This design comes from an exercise in tuning for small area on the open sky130 flow, not from production work.
In this exercise RTL edits were held to simulation tests only and were not proved equivalent to the original.
Power figures rest on the tool's default switching activity, not on a simulated workload.

// wmbus_rx
module wmbus_rx (
    input  wire        clk,
    input  wire        rst,           
    input  wire        sync_det,      
    input  wire        overflow,      
    input  wire        in_valid,      
    input  wire [7:0]  in_data,
    input  wire [15:0] now_ms,        
    input  wire [7:0]  rssi,          
    output reg         out_valid,     
    output reg  [7:0]  out_data,
    output wire        ev_valid,      
    output reg  [2:0]  ev_kind,
    output wire        frame_mode,    
    output wire [1:0]  frame_block,   
    output wire [8:0]  frame_len,     
    output reg  [7:0]  frame_rssi,
    output wire [15:0] frame_time     
);
==> module wmbus_rx, before the edit <==
module wmbus_rx (
    input  wire        clk,
    input  wire        rst,           
    input  wire        sync_det,      
    input  wire        overflow,      
    input  wire        in_valid,      
    input  wire [7:0]  in_data,
    input  wire [15:0] now_ms,        
    input  wire [7:0]  rssi,          
    output reg         out_valid,     
    output reg  [7:0]  out_data,
    output wire        ev_valid,      
    output reg  [2:0]  ev_kind,
    output wire        frame_mode,    
    output wire [1:0]  frame_block,   
    output wire [8:0]  frame_len,     
    output reg  [7:0]  frame_rssi,
    output wire [15:0] frame_time     
);
    localparam [2:0] EV_NONE     = 3'd0;
    localparam [2:0] EV_READY    = 3'd1;
    localparam [2:0] EV_OVERFLOW = 3'd2;
    localparam [2:0] EV_TIMEOUT  = 3'd3;
    localparam [2:0] EV_DECFAIL  = 3'd4;
    localparam [2:0] EV_UNCLASS  = 3'd5;
    function [4:0] dec;
        input [5:0] s;
        reg x, e, h0, h1, l0, l1;
        begin
            x  = (s[0] == s[3]) & (s[3] == s[5]);
            h0 = s[5] ^ s[4] ^ s[3];
            h1 = (s[5] & s[4]) | (s[5] & s[3]) | (s[4] & s[3]);
            l0 = s[2] ^ s[1] ^ s[0];
            l1 = (s[2] & s[1]) | (s[2] & s[0]) | (s[1] & s[0]);
            e  = (s[0] == s[2]) & (s[3] == s[5]) & (s[0] ^ s[5]);
            dec = {(h0 ^ l0) & (h1 ^ l1) & ~e, s[5], s[4] ^ x, s[1] ^ x, s[0]};
        end
    endfunction
    reg        st_hdr;        
    reg        st_data;       
    reg [1:0]  ph;            
    reg [1:0]  blk;           
    reg        bad;           
    reg [7:0]  len;           
    reg [8:0]  cnt;           
    reg [15:0] sync_time;
    wire modet = (blk == 2'd0);
    assign ev_valid    = |ev_kind;
    assign frame_mode  = modet;
    assign frame_block = blk;
    assign frame_len   = cnt;
    assign frame_time  = sync_time;
    wire       p1 = ph[0];
    wire [4:0] dx = dec(p1 ? out_data[7:2]               : {frame_rssi[3:0], in_data[7:6]});
    wire [4:0] dy = dec(p1 ? {out_data[1:0], in_data[7:4]} : in_data[5:0]);
    wire       sym_ok = dx[4] & dy[4];
    wire [7:0] tbyte  = {dx[3:0], dy[3:0]};
    wire       nz  = |len[3:0];
    wire       isa = (blk == 2'd1);
    wire       isb = (blk == 2'd2);
    wire [4:0] k   = isb ? 5'd1 : ({1'b0, len[7:4]} + {4'd0, nz} + {4'd0, isa});
    wire [7:0] half = {1'b0, len[7:1]} + {3'd0, k};
    wire       len_hit = (cnt == {half, len[0]});
    wire [15:0] elapsed = now_ms - sync_time;
    wire        timeout = elapsed > 16'd50;
    wire        is54 = (in_data == 8'h54);
    reg        n_hdr, n_data;
    reg [1:0]  n_ph, n_blk;
    reg        n_bad;
    reg [7:0]  n_len;
    reg [8:0]  n_cnt;
    reg        n_ov;
    reg [7:0]  n_od;
    reg [2:0]  n_ev;
    wire       ph2  = ph[1];
    reg        lcopy;         
    wire       last = st_data ? len_hit : (modet ? (len == 8'd0) : (in_data == 8'd0));
    always @(*) begin
        n_ph  = ph;
        n_blk = blk;
        n_bad = bad;
        n_len = len;
        n_cnt = cnt;
        n_od  = out_data;
        n_ov  = 1'b0;
        if (in_valid) begin
            n_ph = ph2 ? 2'd0 : {1'b0, ph[0]} + 2'd1;
            if (!st_data) begin
                case (ph)
                    2'd0: begin
                        n_blk = is54 ? 2'd3 : 2'd0;
                        n_ov  = is54;
                        n_od  = in_data;
                    end
                    2'd1: begin
                        n_ov = 1'b1;
                        if (!modet) begin
                            n_blk = (in_data == 8'hCD) ? 2'd1 :
                                    (in_data == 8'h3D) ? 2'd2 : 2'd3;
                            n_od  = in_data;
                        end else begin
                            n_od  = tbyte;
                            n_bad = ~sym_ok;
                        end
                    end
                    default: begin
                        if (modet) begin
                            n_ov  = ~last;
                            n_od  = tbyte;
                        end else begin
                            n_ov  = 1'b1;
                            n_od  = in_data;
                        end
                    end
                endcase
            end else if (!modet) begin
                n_ov  = 1'b1;
                n_od  = in_data;
            end else if (ph == 2'd0) begin
                n_od = in_data;
            end else begin
                n_bad = bad | ~sym_ok;
                n_ov  = 1'b1;
                n_od  = tbyte;
            end
        end
        if (in_valid && !st_data && ph == 2'd0)
            n_cnt = {8'd0, is54};
        else if (n_ov)
            n_cnt = cnt + 9'd1;
        if (lcopy)
            n_len = out_data;
        if (!st_hdr && !st_data) begin
            n_ov = 1'b0;
            n_ph = 2'd0;
        end
        if (rst)
            n_ov = 1'b0;
    end
    always @(*) begin
        n_hdr  = st_hdr;
        n_data = st_data;
        n_ev   = EV_NONE;
        if (st_hdr) begin
            if (timeout) begin
                n_ev  = EV_TIMEOUT;
                n_hdr = 1'b0;
            end else if (overflow) begin
                n_ev  = EV_OVERFLOW;
                n_hdr = 1'b0;
            end else if (in_valid && ph2) begin
                if (blk == 2'd3 || (modet && (bad || !sym_ok))) begin
                    n_ev = EV_UNCLASS;
                end else begin
                    n_hdr = 1'b0;
                    if (last)
                        n_ev = EV_READY;
                    else
                        n_data = 1'b1;
                end
            end
        end else if (st_data) begin
            if (overflow) begin
                n_ev   = EV_OVERFLOW;
                n_data = 1'b0;
            end else if (in_valid && (!modet || ph != 2'd0) && last) begin
                n_ev   = (modet && (bad || !sym_ok)) ? EV_DECFAIL : EV_READY;
                n_data = 1'b0;
            end
        end else begin
            n_hdr = !overflow && sync_det;
        end
        if (rst) begin
            n_hdr  = 1'b0;
            n_data = 1'b0;
            n_ev   = EV_NONE;
        end
    end
    always @(posedge clk) begin
        st_hdr     <= n_hdr;
        st_data    <= n_data;
        ph         <= n_ph;
        blk        <= n_blk;
        bad        <= n_bad;
        len        <= n_len;
        cnt        <= n_cnt;
        out_valid  <= n_ov;
        lcopy      <= in_valid & ~st_data & (modet ? ph[0] : ph2);
        out_data   <= n_od;
        ev_kind    <= n_ev;
        frame_rssi[7:4] <= rssi[7:4];
        if (!(modet && ph == 2'd2 && !in_valid))
            frame_rssi[3:0] <= (in_valid && modet && ph == 2'd1 && !(st_data && last)) ?
                               in_data[3:0] : rssi[3:0];
        if (!st_hdr && !st_data)
            sync_time <= now_ms;
    end
endmodule
Settings: LEC_CHECK=0, CAP_MARGIN=20, CORE_MARGIN=2, CORE_UTILIZATION=40, SLEW_MARGIN=20; clock period 8.0 ns.
standard.sh (not shown) runs the stock make flow with config.mk's settings and CLKGATE_MAP_FILE= SYNTH_SCRIPT=/design/flow/synth_recipe.tcl, a recipe that flattens the netlist after the stock synthesis.
==> flow/flow/run.sh <==
#!/bin/bash
# The standard layout (standard.sh), with these changes:
#  - synthesis maps all the logic with an area-oriented ABC script
#    (flow/abc_map.script) in place of ORFS's delay-oriented one, and leaves
#    adders to ABC too (no full/half-adder cell extraction); everything else
#    in synthesis, and so every register, is as in the standard synthesis;
#  - port buffers are sky130_fd_sc_hd__buf_1;
#  - the clock tree uses clkbuf_4 and no dummy loads.
# make's output goes to flow_make.log; each ORFS step logs under orfs/logs.
set -euo pipefail
W=$(pwd)
rm -rf "$W/scripts_local"
cp -r "$FLOW_HOME/scripts" "$W/scripts_local"
cp "$W/flow/abc_map.script" "$W/scripts_local/abc_speed.script"
export SCRIPTS_DIR="$W/scripts_local"
export ADDER_MAP_FILE=
export BUFFER_PORTS_ARGS="-buffer_cell sky130_fd_sc_hd__buf_1"
export CTS_ARGS="-sink_clustering_enable -repair_clock_nets -dont_use_dummy_load -buf_list sky130_fd_sc_hd__clkbuf_4"
bash standard.sh > flow_make.log 2>&1
==> flow/flow/abc_map.script <==
strash
dch -f
amap
strash
dch -f
amap
strash
dch -f
amap
topo
Next try:
--- a/flow/design.v
+++ b/flow/design.v
@@ -33,12 +33,24 @@
             l0 = s[2] ^ s[1] ^ s[0];
             l1 = (s[2] & s[1]) | (s[2] & s[0]) | (s[1] & s[0]);
             e  = (s[0] == s[2]) & (s[3] == s[5]) & (s[0] ^ s[5]);
             dec = {(h0 ^ l0) & (h1 ^ l1) & ~e, s[5], s[4] ^ x, s[1] ^ x, s[0]};
         end
     endfunction
+    function [8:0] inc9;
+        input [8:0] a;
+        integer i;
+        reg c;
+        begin
+            c = 1'b1;
+            for (i = 0; i < 9; i = i + 1) begin
+                inc9[i] = a[i] ^ c;
+                c = a[i] & c;
+            end
+        end
+    endfunction
     reg        st_hdr;        
     reg        st_data;       
     reg [1:0]  ph;            
     reg [1:0]  blk;           
     reg        bad;           
     reg [7:0]  len;           
@@ -55,17 +67,43 @@
     wire [4:0] dy = dec(p1 ? {out_data[1:0], in_data[7:4]} : in_data[5:0]);
     wire       sym_ok = dx[4] & dy[4];
     wire [7:0] tbyte  = {dx[3:0], dy[3:0]};
     wire       nz  = |len[3:0];
     wire       isa = (blk == 2'd1);
     wire       isb = (blk == 2'd2);
-    wire [4:0] k   = isb ? 5'd1 : ({1'b0, len[7:4]} + {4'd0, nz} + {4'd0, isa});
-    wire [7:0] half = {1'b0, len[7:1]} + {3'd0, k};
+    wire [3:0] kk  = isb ? 4'd0 : len[7:4];
+    reg  [7:0] half;
+    reg  [7:0] half0;
+    always @(*) begin : len_add
+        integer i;
+        reg c;
+        c = nz | isb;
+        for (i = 0; i < 8; i = i + 1) begin
+            half0[i] = (i < 7 ? len[i+1] : 1'b0) ^ (i < 4 ? kk[i] : 1'b0) ^ c;
+            c = ((i < 7 ? len[i+1] : 1'b0) & (i < 4 ? kk[i] : 1'b0)) |
+                (((i < 7 ? len[i+1] : 1'b0) ^ (i < 4 ? kk[i] : 1'b0)) & c);
+        end
+        c = isa;
+        for (i = 0; i < 8; i = i + 1) begin
+            half[i] = half0[i] ^ c;
+            c = half0[i] & c;
+        end
+    end
     wire       len_hit = (cnt == {half, len[0]});
-    wire [15:0] elapsed = now_ms - sync_time;
-    wire        timeout = elapsed > 16'd50;
+    reg         timeout;
+    always @(*) begin : to_sub
+        integer i;
+        reg b;
+        reg [15:0] d;
+        b = 1'b0;
+        for (i = 0; i < 16; i = i + 1) begin
+            d[i] = now_ms[i] ^ sync_time[i] ^ b;
+            b = (~now_ms[i] & sync_time[i]) | (~(now_ms[i] ^ sync_time[i]) & b);
+        end
+        timeout = (|d[15:6]) | (d[5] & d[4] & (d[3] | d[2] | (d[1] & d[0])));
+    end
     wire        is54 = (in_data == 8'h54);
     reg        n_hdr, n_data;
     reg [1:0]  n_ph, n_blk;
     reg        n_bad;
     reg [7:0]  n_len;
     reg [8:0]  n_cnt;
@@ -124,13 +162,13 @@
                 n_od  = tbyte;
             end
         end
         if (in_valid && !st_data && ph == 2'd0)
             n_cnt = {8'd0, is54};
         else if (n_ov)
-            n_cnt = cnt + 9'd1;
+            n_cnt = inc9(cnt);
         if (lcopy)
             n_len = out_data;
         if (!st_hdr && !st_data) begin
             n_ov = 1'b0;
             n_ph = 2'd0;
         end
=> Global-route usage came out lower by 0.71 points. Worst setup slack degrades by 0.45 ns. Critical path depth came out higher by 6. Cell area came out higher by about 1.6%. Wire length came out lower by about 3%. Synthesized cell count came out higher by about 3.6%. Total power came out lower by about 0.34%. Core utilization came out higher by 0.28 points. Via count came out higher by about 1.2%. Worst hold slack degrades by 0.015 ns. Fmax came out lower by about 8%. Flip-flop and latch count does not change.

* * *

wmbus_rx with an RTL version that a note above also has.
For scale: ~61 flip-flops, ~86 I/O pins.
Design wmbus_rx, start of the top module:
module wmbus_rx (
    input  wire        clk,
    input  wire        rst,           
    input  wire        sync_det,      
    input  wire        overflow,      
    input  wire        in_valid,      
    input  wire [7:0]  in_data,
    input  wire [15:0] now_ms,        
    input  wire [7:0]  rssi,          
    output reg         out_valid,     
    output reg  [7:0]  out_data,
    output wire        ev_valid,      
    output reg  [2:0]  ev_kind,
    output wire        frame_mode,    
    output wire [1:0]  frame_block,   
    output wire [8:0]  frame_len,     
    output reg  [7:0]  frame_rssi,
    output wire [15:0] frame_time     
);
clock: 8.0 ns
lec_check: 0
cap_margin: 20
core_margin: 2
core_utilization: 40
slew_margin: 20
==> flow/flow/run.sh <==
#!/bin/bash
set -euo pipefail
export BUFFER_PORTS_ARGS="-buffer_cell sky130_fd_sc_hd__buf_1"
export CTS_ARGS="-sink_clustering_enable -repair_clock_nets -dont_use_dummy_load -buf_list sky130_fd_sc_hd__clkbuf_4"
bash standard.sh > flow_make.log 2>&1
The starting point completed without violations.
Rerun with:
--- a/flow/design.v
+++ b/flow/design.v
@@ -44,35 +44,36 @@
             c = 1'b1;
             for (i = 0; i < 9; i = i + 1) begin
                 inc9[i] = a[i] ^ c;
                 c = a[i] & c;
             end
         end
     endfunction
     reg        st_hdr;        
     reg        st_data;       
     reg [1:0]  ph;            
     reg [1:0]  blk;           
     reg        bad;           
+    reg [3:0]  sv;            
     reg [7:0]  len;           
     reg [8:0]  cnt;           
     reg [15:0] sync_time;
     wire modet = (blk == 2'd0);
     assign ev_valid    = |ev_kind;
     assign frame_mode  = modet;
     assign frame_block = blk;
     assign frame_len   = cnt;
     assign frame_time  = sync_time;
     wire       p1 = ph[0];
-    wire [4:0] dx = dec(p1 ? out_data[7:2]               : {frame_rssi[3:0], in_data[7:6]});
+    wire [4:0] dx = dec(p1 ? out_data[7:2]               : {sv, in_data[7:6]});
     wire [4:0] dy = dec(p1 ? {out_data[1:0], in_data[7:4]} : in_data[5:0]);
     wire       sym_ok = dx[4] & dy[4];
     wire [7:0] tbyte  = {dx[3:0], dy[3:0]};
     wire       nz  = |len[3:0];
     wire       isa = (blk == 2'd1);
     wire       isb = (blk == 2'd2);
     wire [3:0] kk  = isb ? 4'd0 : len[7:4];
     reg  [7:0] half;
     reg  [7:0] half0;
     always @(*) begin : len_add
         integer i;
         reg c;
@@ -96,87 +97,92 @@
         reg [15:0] d;
         b = 1'b0;
         for (i = 0; i < 16; i = i + 1) begin
             d[i] = now_ms[i] ^ sync_time[i] ^ b;
             b = (~now_ms[i] & sync_time[i]) | (~(now_ms[i] ^ sync_time[i]) & b);
         end
         timeout = (|d[15:6]) | (d[5] & d[4] & (d[3] | d[2] | (d[1] & d[0])));
     end
     wire        is54 = (in_data == 8'h54);
     reg        n_hdr, n_data;
     reg [1:0]  n_ph, n_blk;
     reg        n_bad;
+    reg [3:0]  n_sv;
     reg [7:0]  n_len;
     reg [8:0]  n_cnt;
     reg        n_ov;
     reg [7:0]  n_od;
     reg [2:0]  n_ev;
     wire       ph2  = ph[1];
-    reg        lcopy;         
-    wire       last = st_data ? len_hit : (modet ? (len == 8'd0) : (in_data == 8'd0));
+    wire       last = st_data ? len_hit : (modet ? len_hit : (in_data == 8'd0));
     always @(*) begin
         n_ph  = ph;
         n_blk = blk;
         n_bad = bad;
+        n_sv  = sv;
         n_len = len;
         n_cnt = cnt;
         n_od  = out_data;
         n_ov  = 1'b0;
         if (in_valid) begin
             n_ph = ph2 ? 2'd0 : {1'b0, ph[0]} + 2'd1;
             if (!st_data) begin
                 case (ph)
                     2'd0: begin
                         n_blk = is54 ? 2'd3 : 2'd0;
                         n_ov  = is54;
                         n_od  = in_data;
+                        n_cnt = {8'd0, is54};
                     end
                     2'd1: begin
                         n_ov = 1'b1;
+                        n_sv = in_data[3:0];
                         if (!modet) begin
                             n_blk = (in_data == 8'hCD) ? 2'd1 :
                                     (in_data == 8'h3D) ? 2'd2 : 2'd3;
                             n_od  = in_data;
+                            n_cnt = 9'd2;
                         end else begin
                             n_od  = tbyte;
+                            n_len = tbyte;
                             n_bad = ~sym_ok;
                         end
                     end
                     default: begin
                         if (modet) begin
-                            n_ov  = ~last;
+                            n_ov  = ~len_hit;
                             n_od  = tbyte;
+                            n_cnt = len_hit ? 9'd1 : 9'd2;
                         end else begin
                             n_ov  = 1'b1;
                             n_od  = in_data;
+                            n_len = in_data;
+                            n_cnt = 9'd3;
                         end
                     end
                 endcase
             end else if (!modet) begin
                 n_ov  = 1'b1;
                 n_od  = in_data;
+                n_cnt = inc9(cnt);
             end else if (ph == 2'd0) begin
                 n_od = in_data;
             end else begin
+                n_sv  = in_data[3:0];
                 n_bad = bad | ~sym_ok;
                 n_ov  = 1'b1;
                 n_od  = tbyte;
-            end
-        end
-        if (in_valid && !st_data && ph == 2'd0)
-            n_cnt = {8'd0, is54};
-        else if (n_ov)
-            n_cnt = inc9(cnt);
-        if (lcopy)
-            n_len = out_data;
+                n_cnt = inc9(cnt);
+            end
+        end
         if (!st_hdr && !st_data) begin
             n_ov = 1'b0;
             n_ph = 2'd0;
         end
         if (rst)
             n_ov = 1'b0;
     end
     always @(*) begin
         n_hdr  = st_hdr;
         n_data = st_data;
         n_ev   = EV_NONE;
         if (st_hdr) begin
@@ -211,26 +217,23 @@
         if (rst) begin
             n_hdr  = 1'b0;
             n_data = 1'b0;
             n_ev   = EV_NONE;
         end
     end
     always @(posedge clk) begin
         st_hdr     <= n_hdr;
         st_data    <= n_data;
         ph         <= n_ph;
         blk        <= n_blk;
         bad        <= n_bad;
+        sv         <= n_sv;
         len        <= n_len;
         cnt        <= n_cnt;
         out_valid  <= n_ov;
-        lcopy      <= in_valid & ~st_data & (modet ? ph[0] : ph2);
         out_data   <= n_od;
         ev_kind    <= n_ev;
-        frame_rssi[7:4] <= rssi[7:4];
-        if (!(modet && ph == 2'd2 && !in_valid))
-            frame_rssi[3:0] <= (in_valid && modet && ph == 2'd1 && !(st_data && last)) ?
-                               in_data[3:0] : rssi[3:0];
+        frame_rssi <= rssi;
         if (!st_hdr && !st_data)
             sync_time <= now_ms;
     end
 endmodule
Effect: The new run finished with timing, DRC and antenna clean; synthesized cell count went up by about 6%; clock-buffer cell count is unchanged; hold slack gains 0.076 ns; synthesized area goes up by 6.5%; total power went up by about 4.3%; fmax is lower by 2.4%; utilization shrinks by 0.46 points.

## what the ideal ports hide
Ports are ideal in the flow. The routed layouts listed here were re-timed in OpenROAD. Step 1, drivers: a clkbuf_16 drives clk and a buf_2 each remaining input, both assumed. Step 2 times the ports against the registers' clock, not the clock port: input delays grow and output delays shrink by t, the midpoint of the rising clock arrivals with the driver on. Slacks: ideal ports / drivers / drivers and shift; pairs: ideal ports / drivers.
| run | shift t [ns] | setup slack, ns | hold WS [ns] | slew at the worst register clock pin (ns) | cell pins on the clock port's net |
|---|---|---|---|---|---|
| the first run of note 1 | 0.425 | 2.496 / 2.500 / 2.075 | 0.509 / 0.509 / 0.509 | 0.11 / 0.11 | 1 |
| the second run of note 1 | 0.413 | 2.047 / 2.050 / 1.637 | 0.495 / 0.495 / 0.495 | 0.12 / 0.12 | 1 |
| the first run of note 2 | 0.429 | 0.493 / 0.495 / 0.066 | 0.502 / 0.502 / 0.502 | 0.11 / 0.11 | 1 |
| the second run of note 2 | 0.405 | 0.305 / 0.307 / -0.098 | 0.578 / 0.578 / 0.578 | 0.11 / 0.11 | 1 |
With both steps, setup timing fails in the second run of note 2, where it was met with ideal ports. The setup slack of the first run of note 2, which loses most, moves by +0.002 ns with the drivers and by -0.427 ns with both steps.
